Source: an optimization exercise on an open RTL-to-GDS flow (aim: small area, a short achievable clock period and few clock cycles per item). Production flows keep margins and buffers that such runs may drop. In this exercise RTL edits were held to simulation tests only and were not proved equivalent to the original. Power figures rest on the tool's default switching activity, not on a simulated workload.

==> flow/design.v <==
module fpc_pred (
    input  wire        clk,
    input  wire        clear,        
    input  wire [1:0]  clear_lsz,    
    input  wire        obs,          
    input  wire [63:0] a,
    output reg  [63:0] pred_f,       
    output reg  [63:0] td,           
    output wire [63:0] last          
);
    reg [63:0] tf [0:15];
    reg [63:0] tdt [0:15];
    reg [15:0] vf, vd;                
    reg [15:0] of, od;                
    reg [15:0] hf, hd;                
    reg [3:0]  ctx_d;
    reg [63:0] last_r;
    reg [1:0]  lsz;
    wire [3:0] mask = {lsz == 2'd3, lsz >= 2'd2, lsz != 2'd0, 1'b1};
    integer i;
    always @(*) begin
        pred_f = 64'd0;
        td     = 64'd0;
        for (i = 0; i < 16; i = i + 1) begin
            pred_f = pred_f | (tf[i]  & {64{hf[i]}});
            td     = td     | (tdt[i] & {64{hd[i]}});
        end
    end
    assign last = last_r;
    wire [63:0] delta = a - last_r;
    wire [3:0]  cf_n  = a[51:48] & mask;
    wire [3:0]  cd_n  = {ctx_d[1:0] ^ delta[43:42], delta[41:40]} & mask;
    wire [15:0] of_n  = 16'd1 << cf_n;
    wire [15:0] od_n  = 16'd1 << cd_n;
    wire [15:0] vf_n  = vf | of;
    wire [15:0] vd_n  = vd | od;
    always @(posedge clk) begin
        for (i = 0; i < 16; i = i + 1) begin
            if (obs && of[i]) tf[i]  <= a;
            if (obs && od[i]) tdt[i] <= delta;
        end
        if (clear) begin
            vf     <= 16'd0;
            vd     <= 16'd0;
            of     <= 16'd1;
            od     <= 16'd1;
            hf     <= 16'd0;
            hd     <= 16'd0;
            ctx_d  <= 4'd0;
            last_r <= 64'd0;
            lsz    <= clear_lsz;
        end else if (obs) begin
            vf     <= vf_n;
            vd     <= vd_n;
            of     <= of_n;
            od     <= od_n;
            hf     <= of_n & vf_n;
            hd     <= od_n & vd_n;
            ctx_d  <= cd_n;
            last_r <= a;
        end
    end
endmodule
module fpc_half (
    input  wire [63:0] res_f,
    input  wire [63:0] res_d,
    output wire        sel,       
    output reg  [2:0]  code,
    output wire [63:0] resid
);
    function [3:0] lzb;
        input [63:0] r;
        begin
            if      (r[63:56] != 0) lzb = 4'd0;
            else if (r[55:48] != 0) lzb = 4'd1;
            else if (r[47:40] != 0) lzb = 4'd2;
            else if (r[39:32] != 0) lzb = 4'd3;
            else if (r[31:24] != 0) lzb = 4'd4;
            else if (r[23:16] != 0) lzb = 4'd5;
            else if (r[15:8]  != 0) lzb = 4'd6;
            else if (r[7:0]   != 0) lzb = 4'd7;
            else                    lzb = 4'd8;
        end
    endfunction
    wire [3:0] z_f = lzb(res_f);
    wire [3:0] z_d = lzb(res_d);
    assign sel   = (z_d > z_f);
    assign resid = sel ? res_d : res_f;
    wire [3:0] z = sel ? z_d : z_f;
    always @(*) begin
        case (z)
            4'd0:    code = 3'd0;
            4'd1:    code = 3'd1;
            4'd2:    code = 3'd2;
            4'd3:    code = 3'd3;
            4'd4:    code = 3'd3;
            4'd5:    code = 3'd4;
            4'd6:    code = 3'd5;
            4'd7:    code = 3'd6;
            default: code = 3'd7;
        endcase
    end
endmodule
module fpc_enc (
    input  wire        clk,
    input  wire        rst,
    input  wire        cfg_valid,
    output wire        cfg_ready,
    input  wire [1:0]  cfg_lsz,       
    input  wire        in_valid,
    output wire        in_ready,
    input  wire [63:0] in_data,
    input  wire        in_last,
    output wire        out_valid,
    input  wire        out_ready,
    output wire [63:0] out_data,
    output wire [3:0]  out_nbytes,
    output wire        out_last
);
    localparam [1:0] K_V1 = 2'd0,     
                     K_V2 = 2'd1,     
                     K_PAD = 2'd2;    
    function [3:0] nb_of;             
        input [2:0] c;
        case (c)
            3'd0: nb_of = 4'd8; 3'd1: nb_of = 4'd7; 3'd2: nb_of = 4'd6;
            3'd3: nb_of = 4'd5; 3'd4: nb_of = 4'd3; 3'd5: nb_of = 4'd2;
            3'd6: nb_of = 4'd1; default: nb_of = 4'd0;
        endcase
    endfunction
    reg adv;
    assign in_ready  = adv;
    assign cfg_ready = adv;
    reg        first;                 
    reg        vA, cA, lastA;
    reg [1:0]  kA, lszA;
    reg [63:0] aA;
    always @(posedge clk) begin
        if (rst) begin
            vA    <= 1'b0;
            cA    <= 1'b0;
            first <= 1'b1;
        end else if (adv) begin
            vA    <= in_valid;
            cA    <= cfg_valid;
            if (in_valid) first <= !first || in_last;
        end
        if (adv) begin
            aA    <= in_data;
            lastA <= in_last;
            kA    <= !first ? K_V2 : in_last ? K_PAD : K_V1;
            lszA  <= cfg_lsz;
        end
    end
    wire [63:0] pred_f, td, last;
    fpc_pred u_pred (
        .clk       (clk),
        .clear     (rst || (adv && cA)),
        .clear_lsz (rst ? 2'd3 : lszA),
        .obs       (adv && vA),
        .a         (aA),
        .pred_f    (pred_f),
        .td        (td),
        .last      (last)
    );
    reg        vB, lastB;
    reg [1:0]  kB;
    reg [63:0] rfB, pdB;
    always @(posedge clk) begin
        if (rst)      vB <= 1'b0;
        else if (adv) vB <= vA;
        if (adv) begin
            kB    <= kA;
            lastB <= lastA;
            rfB   <= pred_f ^ aA;
            pdB   <= last + td;
        end
    end
    wire        h_sel;
    wire [2:0]  h_code;
    wire [63:0] h_res;
    fpc_half u_half (
        .res_f  (rfB),
        .res_d  (pdB ^ last),      
        .sel    (h_sel),
        .code   (h_code),
        .resid  (h_res)
    );
    reg        v1, last1, s1;
    reg [1:0]  k1;
    reg [2:0]  c1;
    reg [63:0] r1;
    reg        v0, last0, s0;
    reg [1:0]  k0;
    reg [2:0]  c0;
    reg [63:0] r0;
    wire [3:0] n1 = nb_of(c1);
    wire [3:0] n0 = nb_of(c0);
    wire       q0_can = v0 && (k0 != K_V1 || v1);
    wire       emit   = adv && q0_can;
    reg  [3:0] clen;
    reg        cend;
    always @(*) begin
        case (k0)
            K_V1:    begin clen = n0 + 4'd1; cend = last1 && (n1 == 4'd0); end
            K_V2:    begin clen = n0;        cend = last0 && (n0 != 4'd0); end
            default: begin clen = n0 + 4'd2; cend = 1'b1; end
        endcase
    end
    wire [7:0]  hdr  = {s0, c0, (k0 == K_PAD) ? 4'b0111 : {s1, c1}};
    wire [79:0] cdat = (k0 == K_V2) ? {16'd0, r0} : {8'd0, r0, hdr};
    wire q0_load = adv && (emit || !v0);
    always @(posedge clk) begin
        if (rst) begin
            v1 <= 1'b0;
            v0 <= 1'b0;
        end else begin
            if (adv)     v1 <= vB;
            if (q0_load) v0 <= v1;
        end
        if (adv) begin
            k1    <= kB;
            last1 <= lastB;
            s1    <= h_sel;
            c1    <= h_code;
            r1    <= h_res;
        end
        if (q0_load) begin
            k0    <= k1;
            last0 <= last1;
            s0    <= s1;
            c0    <= c1;
            r0    <= r1;
        end
    end
    reg [63:0] row [0:2];
    reg [2:0]  rlast;
    reg [3:0]  rnb [0:2];
    reg [1:0]  w;                     
    reg [2:0]  p;                     
    assign out_valid  = (w != 2'd0);
    assign out_data   = row[0];
    assign out_nbytes = rnb[0];
    assign out_last   = rlast[0];
    wire       pop = out_valid && out_ready;
    wire [1:0] w1  = w - {1'b0, pop};
    wire [143:0] win = {64'd0, cdat} << {p, 3'b000};
    wire [4:0]   pos = {w1, p} + {1'b0, clen};
    wire [4:0]   fin = pos - 5'd1;            
    reg [1:0]  w_n;
    reg [2:0]  p_n;
    always @(*) begin
        if (emit && cend) begin
            w_n = fin[4:3] + 2'd1;
            p_n = 3'd0;
        end else if (emit) begin
            w_n = pos[4:3];
            p_n = pos[2:0];
        end else begin
            w_n = w1;
            p_n = p;
        end
    end
    integer k, j;
    reg [63:0] rs;
    reg        ls;
    reg [3:0]  ns;
    always @(posedge clk) begin
        for (k = 0; k < 3; k = k + 1) begin
            rs = (pop && k < 2) ? row[k+1]   : row[k];
            ls = (pop && k < 2) ? rlast[k+1] : rlast[k];
            ns = (pop && k < 2) ? rnb[k+1]   : rnb[k];
            if (emit && k == w1) begin
                for (j = 0; j < 8; j = j + 1)
                    if (j >= p) rs[8*j +: 8] = win[8*j +: 8];
            end else if (emit && k == w1 + 1) begin
                rs = win[64 +: 64];
            end else if (emit && k == w1 + 2) begin
                rs = win[128 +: 16];
            end
            if (emit && k >= w1) begin
                ls = cend && (k == fin[4:3]);
                ns = (cend && k == fin[4:3]) ? {1'b0, fin[2:0]} + 4'd1 : 4'd8;
            end
            row[k]   <= rs;
            rlast[k] <= ls;
            rnb[k]   <= ns;
        end
        if (rst) begin
            w <= 2'd0;
            p <= 3'd0;
        end else begin
            w <= w_n;
            p <= p_n;
        end
    end
    wire       q0n_v = q0_load ? v1    : v0;
    wire [1:0] q0n_k = q0_load ? k1    : k0;
    wire [3:0] q0n_n = q0_load ? n1    : n0;
    wire       q1n_v = adv     ? vB    : v1;
    reg  [3:0] len_n;
    always @(*) begin
        if (!q0n_v)                len_n = 4'd0;
        else if (q0n_k == K_V1)    len_n = q1n_v ? q0n_n + 4'd1 : 4'd0;
        else if (q0n_k == K_V2)    len_n = q0n_n;
        else                       len_n = q0n_n + 4'd2;
    end
    wire [5:0] room = {1'b0, w_n, p_n} + {2'd0, len_n};
    always @(posedge clk) begin
        if (rst) adv <= 1'b1;
        else     adv <= (room <= 6'd24);
    end
endmodule
Settings: LEC_CHECK=0, CAP_MARGIN=20, CORE_MARGIN=2, CORE_UTILIZATION=55, CTS_BUF_LIST=sky130_fd_sc_hd__clkbuf_16, CTS_CLUSTER_DIAMETER=60, CTS_CLUSTER_SIZE=24, SETUP_SLACK_MARGIN=5, SLEW_MARGIN=20; clock period 12.0 ns.
standard.sh (not shown) runs the stock make flow with config.mk's settings and CLKGATE_MAP_FILE= SYNTH_SCRIPT=/design/flow/synth_recipe.tcl, a recipe that flattens the netlist after the stock synthesis.
==> flow/flow/run.sh <==
#!/bin/bash
set -euo pipefail
MARGIN=8
sed -E "s/SETUP_SLACK_MARGIN=[-0-9.]+/SETUP_SLACK_MARGIN=${MARGIN}/" standard.sh > standard_margin.sh
grep -q "SETUP_SLACK_MARGIN=${MARGIN} " standard_margin.sh
bash standard_margin.sh > make_flow.log 2>&1
Testbench counts at the start, summed over its fixed seeds: cycles 18,314, values 18,000.
Then changed:
--- a/flow/design.v
+++ b/flow/design.v
@@ -8,18 +8,20 @@
     output reg  [63:0] td,           
     output wire [63:0] last          
 );
     reg [63:0] tf [0:15];
     reg [63:0] tdt [0:15];
     reg [15:0] vf, vd;                
-    reg [15:0] of, od;                
-    reg [15:0] hf, hd;                
-    reg [3:0]  ctx_d;
+    reg [3:0]  ctx_f, ctx_d;
+    reg [15:0] hd;                    
     reg [63:0] last_r;
     reg [1:0]  lsz;
     wire [3:0] mask = {lsz == 2'd3, lsz >= 2'd2, lsz != 2'd0, 1'b1};
+    wire [15:0] of = 16'd1 << ctx_f;
+    wire [15:0] od = 16'd1 << ctx_d;
+    wire [15:0] hf = of & vf;
     integer i;
     always @(*) begin
         pred_f = 64'd0;
         td     = 64'd0;
         for (i = 0; i < 16; i = i + 1) begin
             pred_f = pred_f | (tf[i]  & {64{hf[i]}});
@@ -27,38 +29,32 @@
         end
     end
     assign last = last_r;
     wire [63:0] delta = a - last_r;
     wire [3:0]  cf_n  = a[51:48] & mask;
     wire [3:0]  cd_n  = {ctx_d[1:0] ^ delta[43:42], delta[41:40]} & mask;
-    wire [15:0] of_n  = 16'd1 << cf_n;
     wire [15:0] od_n  = 16'd1 << cd_n;
-    wire [15:0] vf_n  = vf | of;
     wire [15:0] vd_n  = vd | od;
     always @(posedge clk) begin
         for (i = 0; i < 16; i = i + 1) begin
             if (obs && of[i]) tf[i]  <= a;
             if (obs && od[i]) tdt[i] <= delta;
         end
         if (clear) begin
             vf     <= 16'd0;
             vd     <= 16'd0;
-            of     <= 16'd1;
-            od     <= 16'd1;
-            hf     <= 16'd0;
             hd     <= 16'd0;
+            ctx_f  <= 4'd0;
             ctx_d  <= 4'd0;
             last_r <= 64'd0;
             lsz    <= clear_lsz;
         end else if (obs) begin
-            vf     <= vf_n;
+            vf     <= vf | of;
             vd     <= vd_n;
-            of     <= of_n;
-            od     <= od_n;
-            hf     <= of_n & vf_n;
             hd     <= od_n & vd_n;
+            ctx_f  <= cf_n;
             ctx_d  <= cd_n;
             last_r <= a;
         end
     end
 endmodule
 module fpc_half (
Setup slack got worse by 0.051 ns; non-clock buffer count falls by 22; cell area goes down by 1.6%; utilization came out lower by 0.23 points; global-route usage went down by 0.96 points; power decreases by about 3.3%; critical path depth went down by 4; routed wire length drops by 3.7%; hold slack degrades by 0.014 ns; clock skew grows by 0.011 ns; cell count fell by 1.6%; combinational power is lower by about 7.5%; area after synthesis shrinks by about 1.3%; flip-flop and latch count decreases by 43.
Testbench counts after the change, summed over its fixed seeds: cycles 18,314, values 18,000.

-- separate check: timing with driven ports --
Ports are ideal in the flow. The routed layouts listed here were re-timed in OpenROAD. Step 1 assumes that a clkbuf_16 drives the clock port and a buf_2 every other input. Step 2 also shifts input and output timing later by t, the mid clock arrival at the registers, as if the neighbouring blocks saw the same clock. a / b / c = ideal ports / drivers / drivers and shift; a / b = the first two.
| run | t (ns) | setup WS [ns] | hold slack, ns | pins driven straight from the clock port |
|---|---|---|---|---|
| the first run | 0.952 | 7.451 / 7.451 / 6.737 | 0.424 / 0.424 / 0.424 | 1 |
| the second run | 0.963 | 7.399 / 7.399 / 7.132 | 0.409 / 0.409 / 0.409 | 1 |
After both steps every run listed still meets setup and hold. For the first run, which loses most, drivers alone change the setup slack by 0.000 ns; drivers and shift together by -0.714 ns.
